What follows belongs to an exercise in optimizing a design on an open flow for small area, a short achievable clock period and few clock cycles; a production flow would make more cautious choices.
Only simulation tests tie the RTL to the original design; equivalence was not proved.
Power and IR drop assume default switching activity.

<file path="flow/design.v">
module core_bigint #(
    parameter W = 64
) (
    input  wire         clk,
    input  wire         rst,
    input  wire         start,
    input  wire [2:0]   op,
    input  wire [W-1:0] a,
    input  wire [W-1:0] b,
    input  wire [W-1:0] n,
    output wire         ready,
    output reg          done,
    output reg  [W-1:0] result,
    output reg          err,
    output reg  [2:0]   cause
);
    localparam OP_MONTMUL = 3'd1;
    localparam OP_MODEXP  = 3'd2;
    localparam OP_MODINV  = 3'd3;
    localparam OP_GCD     = 3'd4;
    localparam C_NONE    = 3'd0;
    localparam C_ARITH   = 3'd1;
    localparam C_INVALID = 3'd2;
    localparam C_UNSUP   = 3'd5;
    localparam S_IDLE    = 4'd0;
    localparam S_DECODE  = 4'd1;
    localparam S_MM_LOOP = 4'd2;
    localparam S_MM_FIN  = 4'd3;
    localparam S_RED     = 4'd4;
    localparam S_EXP_SQ  = 4'd5;
    localparam S_EXP_MUL = 4'd6;
    localparam S_EU_TEST = 4'd7;
    localparam S_EU_DIV  = 4'd8;
    localparam S_EU_UPD  = 4'd9;
    localparam CW = $clog2(W);
    reg [3:0]    state;
    reg [2:0]    opq;
    reg [W-1:0]  nq;      
    reg [W-1:0]  xq;      
    reg [W-1:0]  yq;      
    reg [W:0]    acc;     
    reg [W-1:0]  t1;      
    reg [W-1:0]  pq;      
    reg [W-1:0]  sh;      
    reg [W-1:0]  rem;     
    reg [CW-1:0] cnt;     
    reg [CW-1:0] ecnt;    
    assign ready = (state == S_IDLE);
    wire [W-1:0] mul_u = (state == S_EXP_SQ)  ? acc[W-1:0] :
                         (state == S_EXP_MUL) ? xq : t1;
    wire [W-1:0] div_d   = (state == S_RED) ? nq : yq;
    wire [W:0]   div_r   = {rem, sh[W-1]};
    wire         div_q   = (div_r >= {1'b0, div_d});
    wire [W:0]   div_sub = div_r - {1'b0, div_d};
    wire [W-1:0] div_rem = div_q ? div_sub[W-1:0] : div_r[W-1:0];
    wire         mul_bit = (state == S_EU_DIV) ? div_q : sh[W-1];
    wire [W:0]   mul_d   = {pq, 1'b0};
    wire [W:0]   mul_d2  = (mul_d >= {1'b0, nq}) ? mul_d - {1'b0, nq} : mul_d;
    wire [W:0]   mul_s   = mul_d2 + (mul_bit ? {1'b0, mul_u} : {(W+1){1'b0}});
    wire [W:0]   mul_s2  = (mul_s >= {1'b0, nq}) ? mul_s - {1'b0, nq} : mul_s;
    wire [W-1:0] mul_p   = mul_s2[W-1:0];
    wire [W+1:0] mm_s1 = {1'b0, acc} + (xq[0] ? {2'b00, yq} : {(W+2){1'b0}});
    wire [W+1:0] mm_s2 = mm_s1 + (mm_s1[0] ? {2'b00, nq} : {(W+2){1'b0}});
    wire [W-1:0] t_new = (acc[W-1:0] >= pq) ? acc[W-1:0] - pq
                                            : acc[W-1:0] + nq - pq;
    wire last = (cnt == W-1);
    always @(posedge clk) begin
        if (rst) begin
            state  <= S_IDLE;
            done   <= 1'b0;
            result <= {W{1'b0}};
            err    <= 1'b0;
            cause  <= C_NONE;
        end else begin
            done <= 1'b0;
            case (state)
            S_IDLE: begin
                if (start) begin
                    opq   <= op;
                    xq    <= a;
                    yq    <= b;
                    nq    <= n;
                    state <= S_DECODE;
                end
            end
            S_DECODE: begin
                cnt <= {CW{1'b0}};
                case (opq)
                OP_MONTMUL: begin
                    if (!nq[0] || xq >= nq || yq >= nq) begin
                        result <= {W{1'b0}};
                        err    <= 1'b1;
                        cause  <= C_INVALID;
                        done   <= 1'b1;
                        state  <= S_IDLE;
                    end else begin
                        acc   <= {(W+1){1'b0}};
                        state <= S_MM_LOOP;
                    end
                end
                OP_MODEXP, OP_MODINV: begin
                    if (nq == {W{1'b0}}) begin
                        result <= {W{1'b0}};
                        err    <= 1'b1;
                        cause  <= C_INVALID;
                        done   <= 1'b1;
                        state  <= S_IDLE;
                    end else begin
                        sh    <= xq;
                        rem   <= {W{1'b0}};
                        state <= S_RED;
                    end
                end
                OP_GCD: begin
                    state <= S_EU_TEST;
                end
                default: begin
                    result <= {W{1'b0}};
                    err    <= 1'b1;
                    cause  <= C_UNSUP;
                    done   <= 1'b1;
                    state  <= S_IDLE;
                end
                endcase
            end
            S_MM_LOOP: begin
                acc <= mm_s2[W+1:1];
                xq  <= xq >> 1;
                cnt <= cnt + 1'b1;
                if (last)
                    state <= S_MM_FIN;
            end
            S_MM_FIN: begin
                result <= (acc >= {1'b0, nq}) ? acc[W-1:0] - nq : acc[W-1:0];
                err    <= 1'b0;
                cause  <= C_NONE;
                done   <= 1'b1;
                state  <= S_IDLE;
            end
            S_RED: begin
                rem <= div_rem;
                sh  <= sh << 1;
                cnt <= cnt + 1'b1;
                if (last) begin
                    cnt <= {CW{1'b0}};
                    if (opq == OP_MODEXP) begin
                        xq    <= div_rem;
                        acc   <= {{W{1'b0}}, (nq != {{(W-1){1'b0}}, 1'b1})};
                        sh    <= {{(W-1){1'b0}}, (nq != {{(W-1){1'b0}}, 1'b1})};
                        pq    <= {W{1'b0}};
                        ecnt  <= {CW{1'b0}};
                        state <= S_EXP_SQ;
                    end else begin
                        xq    <= nq;
                        yq    <= div_rem;
                        acc   <= {(W+1){1'b0}};
                        t1    <= {{(W-1){1'b0}}, (nq != {{(W-1){1'b0}}, 1'b1})};
                        state <= S_EU_TEST;
                    end
                end
            end
            S_EXP_SQ: begin
                pq  <= mul_p;
                sh  <= sh << 1;
                cnt <= cnt + 1'b1;
                if (last) begin
                    acc <= {1'b0, mul_p};
                    cnt <= {CW{1'b0}};
                    pq  <= {W{1'b0}};
                    if (yq[W-1]) begin
                        sh    <= mul_p;
                        state <= S_EXP_MUL;
                    end else if (ecnt == W-1) begin
                        result <= mul_p;
                        err    <= 1'b0;
                        cause  <= C_NONE;
                        done   <= 1'b1;
                        state  <= S_IDLE;
                    end else begin
                        sh    <= mul_p;
                        yq    <= yq << 1;
                        ecnt  <= ecnt + 1'b1;
                    end
                end
            end
            S_EXP_MUL: begin
                pq  <= mul_p;
                sh  <= sh << 1;
                cnt <= cnt + 1'b1;
                if (last) begin
                    acc <= {1'b0, mul_p};
                    cnt <= {CW{1'b0}};
                    pq  <= {W{1'b0}};
                    if (ecnt == W-1) begin
                        result <= mul_p;
                        err    <= 1'b0;
                        cause  <= C_NONE;
                        done   <= 1'b1;
                        state  <= S_IDLE;
                    end else begin
                        sh    <= mul_p;
                        yq    <= yq << 1;
                        ecnt  <= ecnt + 1'b1;
                        state <= S_EXP_SQ;
                    end
                end
            end
            S_EU_TEST: begin
                if (yq == {W{1'b0}}) begin
                    done  <= 1'b1;
                    state <= S_IDLE;
                    if (opq == OP_GCD) begin
                        result <= xq;
                        err    <= 1'b0;
                        cause  <= C_NONE;
                    end else if (xq != {{(W-1){1'b0}}, 1'b1}) begin
                        result <= {W{1'b0}};
                        err    <= 1'b1;
                        cause  <= C_ARITH;
                    end else begin
                        result <= acc[W-1:0];
                        err    <= 1'b0;
                        cause  <= C_NONE;
                    end
                end else begin
                    sh    <= xq;
                    rem   <= {W{1'b0}};
                    pq    <= {W{1'b0}};
                    cnt   <= {CW{1'b0}};
                    state <= S_EU_DIV;
                end
            end
            S_EU_DIV: begin
                rem <= div_rem;
                pq  <= mul_p;
                sh  <= sh << 1;
                cnt <= cnt + 1'b1;
                if (last)
                    state <= S_EU_UPD;
            end
            S_EU_UPD: begin
                xq    <= yq;
                yq    <= rem;
                acc   <= {1'b0, t1};
                t1    <= t_new;
                state <= S_EU_TEST;
            end
            default: state <= S_IDLE;
            endcase
        end
    end
endmodule
</file>
<file path="flow/run.sh">
#!/bin/bash
# synth_recipe.tcl (not shown) runs the flow's synth.tcl, then flattens the netlist and writes it again
# the make line also repeats each setting of config.mk as NAME=value (left out here)
make -C /OpenROAD-flow-scripts/flow DESIGN_CONFIG=/design/flow/config.mk WORK_HOME=/design/flow/orfs CLKGATE_MAP_FILE= SYNTH_SCRIPT=/design/flow/synth_recipe.tcl finish
</file>
<file path="flow/config.mk">
export PLATFORM = sky130hd
export DESIGN_NAME = core_bigint
export DESIGN_NICKNAME = core_bigint
export VERILOG_FILES = /design/flow/design.v
export SDC_FILE = /design/flow/constraint.sdc
export NUM_CORES = 4
export LEC_CHECK = 0
export CAP_MARGIN = 20
export CORE_MARGIN = 2
export CORE_UTILIZATION = 30
export PLACE_DENSITY = 0.5
export SLEW_MARGIN = 20
</file>
<file path="flow/constraint.sdc">
create_clock -name core_clock -period 12.5 [get_ports {clk}]
set_input_delay 2.5000 -clock core_clock [delete_from_list [all_inputs] [get_ports {clk}]]
set_output_delay 2.5000 -clock core_clock [all_outputs]
set_load 0.01 [all_outputs]
</file>
==> impl_results.md <==
- Status: finished clean
- Clock Sinks: 601
- Unrepaired setup endpoints after global routing: false
- Max IR drop VDD: 0.000115 V
- Vias: 76900
- Final Critical Period: 12030 ps
- Hpwl dp: 332000 um
- Depth of the CTS H-tree: 3
- Fmax: 83.1 MHz
- Initial Utilization: 0.302
- Layout cells sized above 1: 0.0866
- Average wire per standard cell: 32.1 um
- Psw: 11.0 mW
- Clk_skew: 49.0 ps
- Post-synth EDFFs: 528
- MaxCap Viol Count: 0
- Final net count: 10400
- IO buf count: 267
- Largest net degree at the start of global routing: 129
- CP arrival: 12550 ps
- Clock Tree Buf Depth: 3
- Combinational cell fraction of total power: 0.717
- HP Class: reg -> reg
- PwrDens: 244 nW/um2
- Final hold viol count: 0
- Skew-Pair Late Insertion Delay: 720 ps
- Synthesized area: 71200 um2
- Gr usage total: 0.321
- TNS Setup: 0 ps
- Crit share post-route: 0.962
- Synth Warn #: 1
- CP Launch Type: flop
- Layout area overhead: 17.2%
- CTS tree: yes
- Sw frac: 0.541
- Ports: 268
- Int Power: 9.36 mW
- Slew margin rel.: 0.206
- CTS root buf: clkbuf_16
- First-pass GRT wire length: 559000 um
- Grt total ovfl: 0
- Static Leak: 34.2 nW
- Sequential Power Share: 0.165
- Gp weighted congestion: 1.06
- CP Max Fanout: 27
- Site Rows: 178
- Clk pin slew, worst setup/hold paths: 70 ps
- Die area: 241000 um2
- Synthesized instance count: 8962
- Commonest non-fill, non-tap cell in the layout: nand2_1
- Initial antenna violation count: 11
- Total Wirelength: 406000 um
- Die Height: 491 um
- Iter 0 DRT Violations: 10600
- Most frequent cells in the layout: nand2_1 (882), nor2_1 (854), a21oi_1 (846), ha_1 (702), buf_4 (556)
- Flops & latches, synth: 601
- # DRC: 0
- CP Capture Type: flop
- CP required: 13020 ps
- Syn Nets: 9935
- Cts bufs inserted: 76
- Post-CTS setup buffers: 0
- Vias in the first global route: 73500
- Register area share after synthesis: 0.243
- Drt via density: 6.09
- First-pass DRT Iterations: 9
- Crit-path most repeated cell: buf_4
- Slowest Stage Delay on Critical Path: 610 ps
- Post-route ant nets: 0
- Total core area: 236000 um2
- Top_reg_cell synth: edfxtp_1
- Netlist cell types: 93
- Ys async rst share: 0
- Crit Path Category: reg -> reg
- Die width: 491 um
- Avg Synthesized Cell Area: 7.94 um2
- Slew Viols, Final: 0
- Endpoints failing setup: 0
- Crit-path slowest cell: a2111oi_1
- Clock Power Share: 0.118
- Pwr Total: 20.4 mW
- Slew @ Worst Pin: 1180 ps
[cell type report]
class / count / area [um2]
diodes: 11 / 27.5
clock buffers: 99 / 2110
clock inverters: 38 / 498
fillers: 25100 / 152000
inverters: 465 / 1750
multi-input cells: 7420 / 50600
flip-flops and latches: 601 / 17300
well taps: 3150 / 3940
repair buffers: 838 / 7150
[final timing paths]
path	startpoint	to	slack, ps	cells after the start
setup / recovery	state[2]	sh[56]	470	48
hold / removal	cause[1]	cause[1]	450	2
setup reg to reg	state[2]	sh[56]	470	48
hold reg to reg	cause[1]	cause[1]	450	2
[metrics by stage]
| step | std cells | instance area [um2] | utilization | worst slack (ps) | hold slack, ps |
|---|---|---|---|---|---|
| 5_1_grt | 12600 | 83400 | 0.354 | 56.2 | 492 |
| 2_1_floorplan | 8962 | 71200 | - | 2090 | 476 |
| 3_3_place_gp | 12500 | 80700 | 0.342 | -1100 | 448 |
| 3_5_place_dp | 12500 | 80700 | 0.343 | 206 | 451 |
| 6_report | 12600 | 83400 | 0.354 | 470 | 455 |
| 4_1_cts | 12600 | 83300 | 0.354 | 125 | 459 |
[cells by family after synthesis]
kind of cell / after synthesis / share of synthesized area
multiplexers: 161 / 0.0230
buffers and inverters: 941 / 0.0505
adder cells (fa/ha/maj): 775 / 0.144
XOR/XNOR: 543 / 0.0668
AO/OA/AOI/OAI: 3117 / 0.289
flip-flops: 601 / 0.243
AND/OR/NAND/NOR: 2824 / 0.184
[sequential cells by signal, indices dropped and copies added, names as in the netlist, 3 cells and up]
signal and count:
state 4, cnt 6, yq 64, sh 64, opq 3, result 64
nq 64, pq 64, rem 64, xq 64, t1 64, ecnt 6
acc 65, cause 3
[routing by layer]
layer,up-vias,wire (um),GRT usage,part of all wire
met4,2,19800,0.136,0.049
met2,4320,163000,0.460,0.40
met5,-,12,0,0.000030
li1,34300,-,-,-
met1,37800,177000,0.449,0.44
met3,513,45700,0.0870,0.11
[synthesized netlist by cell type (all sizes together) (64+ instances only)]
cell    count  area share
nand4     148       0.013
nor2b      78      0.0069
xnor2     319       0.039
fa         71       0.020
inv       465       0.025
nor2      863       0.046
mux2i     145       0.020
a221oi    115       0.014
edfxtp    528        0.22
and2      230       0.020
nor4       83      0.0074
clkbuf    427       0.023
a21o      361       0.038
a222oi     77       0.011
o21a      103       0.011
ha        704        0.12
o21ai     581       0.041
xor2      224       0.028
nor3      103      0.0072
nand3     169       0.012
a211oi     64      0.0068
and3       77      0.0068
nand2     885       0.047
dfxtp      73       0.021
a21oi     851       0.060
a22oi     152       0.016
a31oi     150       0.013
a311oi     78      0.0096
nand2b     72      0.0063
o21bai    110       0.012
[worst max-delay path: cells and delay by family, from the launching register on]
kind                     cells  cell delay [ps]
AO/OA/AOI/OAI               18             4570
AND/OR/NAND/NOR             12             2210
buffers and inverters       10             1870
adder cells (fa/ha/maj)      4             1530
XOR/XNOR                     1              570
flip-flops                   1              490
multiplexers                 3              490
[power by group through the flow]
stage	clock, mW	sequential [mW]	combinational [mW]
final	2.41	3.36	14.6
after global routing	2.48	3.35	15.5
after CTS	2.42	3.30	14.1
after detailed placement	0	3.34	14.0
after global placement	0	3.35	14.1
after floorplan	0	3.05	8.32
[timing repair]
item                                    CTS  global route
gates resized for setup                   0             6
hold buffers                              0             0
endpoints found under the setup margin    0           144
Testbench counts, summed over its fixed seeds: cycles 1,238,591.

==> re-timing with driven ports <==
In the flow no input, the clock included, has a driving cell. The finished layout below was timed again as built, in two steps. Step 1 assumes that a clkbuf_16 drives the clock port and a buf_2 every other input. Step 2 also shifts input and output timing later by t, the mid clock arrival at the registers, as if the neighbouring blocks saw the same clock. Three values: no drivers, after step 1, after step 2; two values: the first two.
t, ns: 0.786
slack for setup (ns): 0.470 / 0.470 / 0.470
worst hold slack (ns): 0.455 / 0.455 / 0.455
cell pins on the clock port's net: 1
After both steps this run still meets setup and hold. The setup slack of this run moves by 0.000 ns with the drivers and by 0.000 ns with both steps.
